Background: an optimization exercise with open tools, aiming at small area, a short achievable clock period and few clock cycles. Do not read the settings as production practice. The RTL was checked by simulation tests, not by an equivalence proof against the original design. Power and IR drop assume default switching activity.

Setup of job 101:
Design lz77_compressor, start of the top module:
module lz77_compressor (
    input  wire        clk,
    input  wire        rst,        
    input  wire        wr_en,
    input  wire [6:0]  wr_addr,
    input  wire [7:0]  wr_data,
    input  wire [7:0]  in_len,     
    input  wire [15:0] lz_w,       
    input  wire [7:0]  lz_min,     
    input  wire [7:0]  lz_max,     
    input  wire        start,
    output wire        idle,
    output wire        out_valid,
    input  wire        out_ready,
    output wire [7:0]  out_data,
    output reg         done,
    output reg         err,
    output reg  [2:0]  pad
);
==> flow/config.mk <==
export PLATFORM = sky130hd
export DESIGN_NAME = lz77_compressor
export DESIGN_NICKNAME = lz77_compressor
export VERILOG_FILES = /design/flow/design.v
export SDC_FILE = /design/flow/constraint.sdc
export NUM_CORES = 4
export LEC_CHECK = 0
export CAP_MARGIN = 30
export CORE_MARGIN = 2
export CORE_UTILIZATION = 55
export CTS_CLUSTER_DIAMETER = 80
export CTS_CLUSTER_SIZE = 20
export SLEW_MARGIN = 20
==> flow/constraint.sdc <==
create_clock -name core_clock -period 10.0 [get_ports {clk}]
set_input_delay 2.0000 -clock core_clock [delete_from_list [all_inputs] [get_ports {clk}]]
set_output_delay 2.0000 -clock core_clock [all_outputs]
set_load 0.01 [all_outputs]
standard.sh (not shown) runs the stock make flow with config.mk's settings and CLKGATE_MAP_FILE= SYNTH_SCRIPT=/design/flow/synth_recipe.tcl, a recipe that flattens the netlist after the stock synthesis.
==> flow/flow/run.sh <==
#!/bin/bash
# The standard layout, with timing repair aimed at a 3.5 ns period
# (setup margin 6.5 ns against the 10 ns clock). make's output goes to
# flow_make.log here; each tool's own log is under orfs/logs/.
set -euo pipefail
bash standard.sh SETUP_SLACK_MARGIN=6.5 finish > flow_make.log 2>&1
Every stage of the flow completed for job 101, and the final layout passed the timing, DRC and antenna checks.
Testbench counts of job 101, summed over its fixed seeds: cycles 22,611.
For job 102, these inputs were changed with respect to job 101:
diff --git a/flow/design.v b/flow/design.v
--- a/flow/design.v
+++ b/flow/design.v
@@ -109,78 +109,87 @@
     reg [6:0]  t1_r;
     reg [6:0]  t1_j;
     reg        tok_v;
     reg        tok_m;
     reg [7:0]  tok_d;
     reg [6:0]  tok_off;
     reg [C-1:0] acc;       
     reg [5:0]   cnt;
     reg [3:0]   hdr_i;     
     reg         active;    
-    reg [7:0]   obuf;
-    reg         ov;
+    reg [7:0]   obuf, sbuf;
+    reg         ov, sv;
     assign out_valid = ov;
     assign out_data  = obuf;
-    wire        oroom = !ov || out_ready;
+    wire        opop = ov && out_ready;
     reg [7:0] hdr_byte;
     always @(*) begin
         case (hdr_i[2:0])
             3'd3:    hdr_byte = len_r;
             3'd4:    hdr_byte = w_r[15:8];
             3'd5:    hdr_byte = w_r[7:0];
             3'd6:    hdr_byte = min_r;
             3'd7:    hdr_byte = max_r;
             default: hdr_byte = 8'd0;
         endcase
     end
     wire        hdr_pend = !hdr_i[3];
     wire        src_ok   = active && !bad && (hdr_pend || cnt >= 6'd8 || tok_take);
-    wire        feed     = src_ok && oroom;
+    wire        feed     = src_ok && !sv;
     wire [7:0]  src_byte = hdr_pend ? hdr_byte : acc_ins[C-1:C-8];
     wire        acc_pop  = feed && !hdr_pend;
     wire [5:0]  tok_n    = tok_m ? 6'd25 : 6'd9;
     wire        tok_full = tok_v && (tok_m ? (cnt > C - 25) : (cnt > C - 9));
     wire        tok_take = tok_v && !tok_full && active;
     wire [24:0] tok_bits = tok_m ? {1'b1, 9'd0, tok_off, tok_d}
                                  : {1'b0, tok_d, 16'd0};
     wire [C-1:0] tok_al  = {tok_bits, {(C-25){1'b0}}};
     wire [C-1:0] acc_ins = acc | (tok_take ? (tok_al >> cnt) : {C{1'b0}});
     wire [5:0]   cnt_ins = cnt + (tok_take ? tok_n : 6'd0);
     wire [C-1:0] acc_nx  = acc_pop ? {acc_ins[C-9:0], 8'd0} : acc_ins;
     wire [5:0]   cnt_t   = tok_m ? cnt + 6'd25 : cnt + 6'd9;
     wire [5:0]   cnt_tp  = tok_m ? cnt + 6'd17 : cnt + 6'd1;
     wire [5:0]   cnt_p   = cnt - 6'd8;
     wire [5:0]   cnt_nx  = tok_take ? (acc_pop ? cnt_tp : cnt_t)
                                     : (acc_pop ? cnt_p  : cnt);
     wire         t1_mv   = t1_v && (!tok_v || tok_take);    
-    wire        drain_end = (state == S_DRAIN) && cnt == 6'd0 && !hdr_pend && oroom;
+    wire        drain_end = (state == S_DRAIN) && cnt == 6'd0 && !hdr_pend && !sv
+                            && (!ov || out_ready);
     wire        stall = t1_v && !t1_mv;
     assign      hold_cmp = in_srch && stall;
     wire        go    = in_srch && !bad;
     wire        adv   = go && !stall;             
     wire        tok_w = adv && tend;              
     always @(posedge clk) begin
         if (rst) begin
             state  <= S_IDLE;
             idle_r <= 1'b1;
             done   <= 1'b0;
             err    <= 1'b0;
             pad    <= 3'd0;
             tok_v  <= 1'b0;
             t1_v   <= 1'b0;
             cnt    <= 6'd0;
             hdr_i  <= 4'd8;
             active <= 1'b0;
             ov     <= 1'b0;
+            sv     <= 1'b0;
         end else begin
             done <= 1'b0;
-            ov <= feed || (ov && !out_ready);
+            if (!ov) begin
+                if (feed) ov <= 1'b1;
+            end else if (!sv) begin
+                if (opop && !feed) ov <= 1'b0;
+                else if (!opop && feed) sv <= 1'b1;
+            end else if (opop) begin
+                sv <= 1'b0;
+            end
             if (feed && hdr_pend)
                 hdr_i <= hdr_i + 4'd1;
             if (active)
                 cnt <= cnt_nx;
             if (tok_w)
                 t1_v <= 1'b1;
             else if (t1_mv)
                 t1_v <= 1'b0;
             if (t1_mv)
                 tok_v <= 1'b1;
@@ -226,22 +235,27 @@
                         err    <= 1'b0;
                         active <= 1'b0;
                         idle_r <= 1'b1;
                         state  <= S_IDLE;
                     end
                 end
             endcase
         end
     end
     always @(posedge clk) begin
-        if (feed)
-            obuf <= src_byte;
+        if (!ov || (!sv && opop)) begin
+            if (feed) obuf <= src_byte;
+        end else if (!sv) begin
+            if (feed) sbuf <= src_byte;
+        end else if (opop) begin
+            obuf <= sbuf;
+        end
         acc <= acc_nx;
         eq  <= eq_new;
         if (tok_w) begin
             t1_m   <= ismatch;
             t1_d   <= ismatch ? k : litb;
             t1_r   <= r[6:0];
             t1_j   <= hi_idx;
         end
         if (t1_mv) begin
             tok_m   <= t1_m;
==> run notes <==
Job 102: no failed stages, no open violations at the end. Number of nets produced by synthesis of job 102 is on par with job 101. In job 102 relative to job 101, number of synthesized flops with an enable pin had gone up slightly. Job 102 against job 101: compound-gate portion of the synthesized area decreased by 1.1 points relative to the old numbers; post-layout instance area increased by 0.34% relative to the old numbers; fmax increased by about 0.35% relative to the old numbers; met2 wire length decreased by about 0.9% relative to the old numbers. When the final numbers for job 102 and job 101 were put side by side, the number of buffers and inverters on the critical path turned out to be smaller in job 101. The lower worst slack at placement of job 102 and job 101 is in job 102. Combinational fraction of design power delta for job 102 relative to job 101: 0.6 points higher. For job 102, the worst setup path endpoint was t1_d[5], unlike job 101, where it was t1_j[2]. Power consumption delta for job 102 relative to job 101: 0.39 mW higher. From job 101 to job 102 the numbers moved as follows: setup slack went up 0.012 ns; number of global-route vias before repair went down 1.0%; register-to-register slack held. Relative to job 101, fraction of area in multi-input gates has increased by 0.24 points in job 102.
Testbench counts of job 102, summed over its fixed seeds: cycles 22,611.

## what the ideal ports hide
How much do the figures lean on ideal ports? The routed layouts below were timed once more, with nothing changed but the port constraints. Step 1 assumes that a clkbuf_16 drives the clock port and a buf_2 every other input. Step 2 times the ports against the registers' clock, not the clock port: input delays grow and output delays shrink by t, the midpoint of the rising clock arrivals with the driver on. a / b / c = ideal / step 1 / step 2; a / b = the first two.
run | t (ns) | setup WS [ns] | clock arrival spread, ns
job 101 | 0.842 | 6.425 / 6.425 / 5.772 | 0.072 / 0.072
job 102 | 0.827 | 6.437 / 6.437 / 5.800 | 0.058 / 0.058
After both steps every run listed still meets setup and hold. For job 101, which loses most, drivers alone change the setup slack by 0.000 ns; drivers and shift together by -0.653 ns.
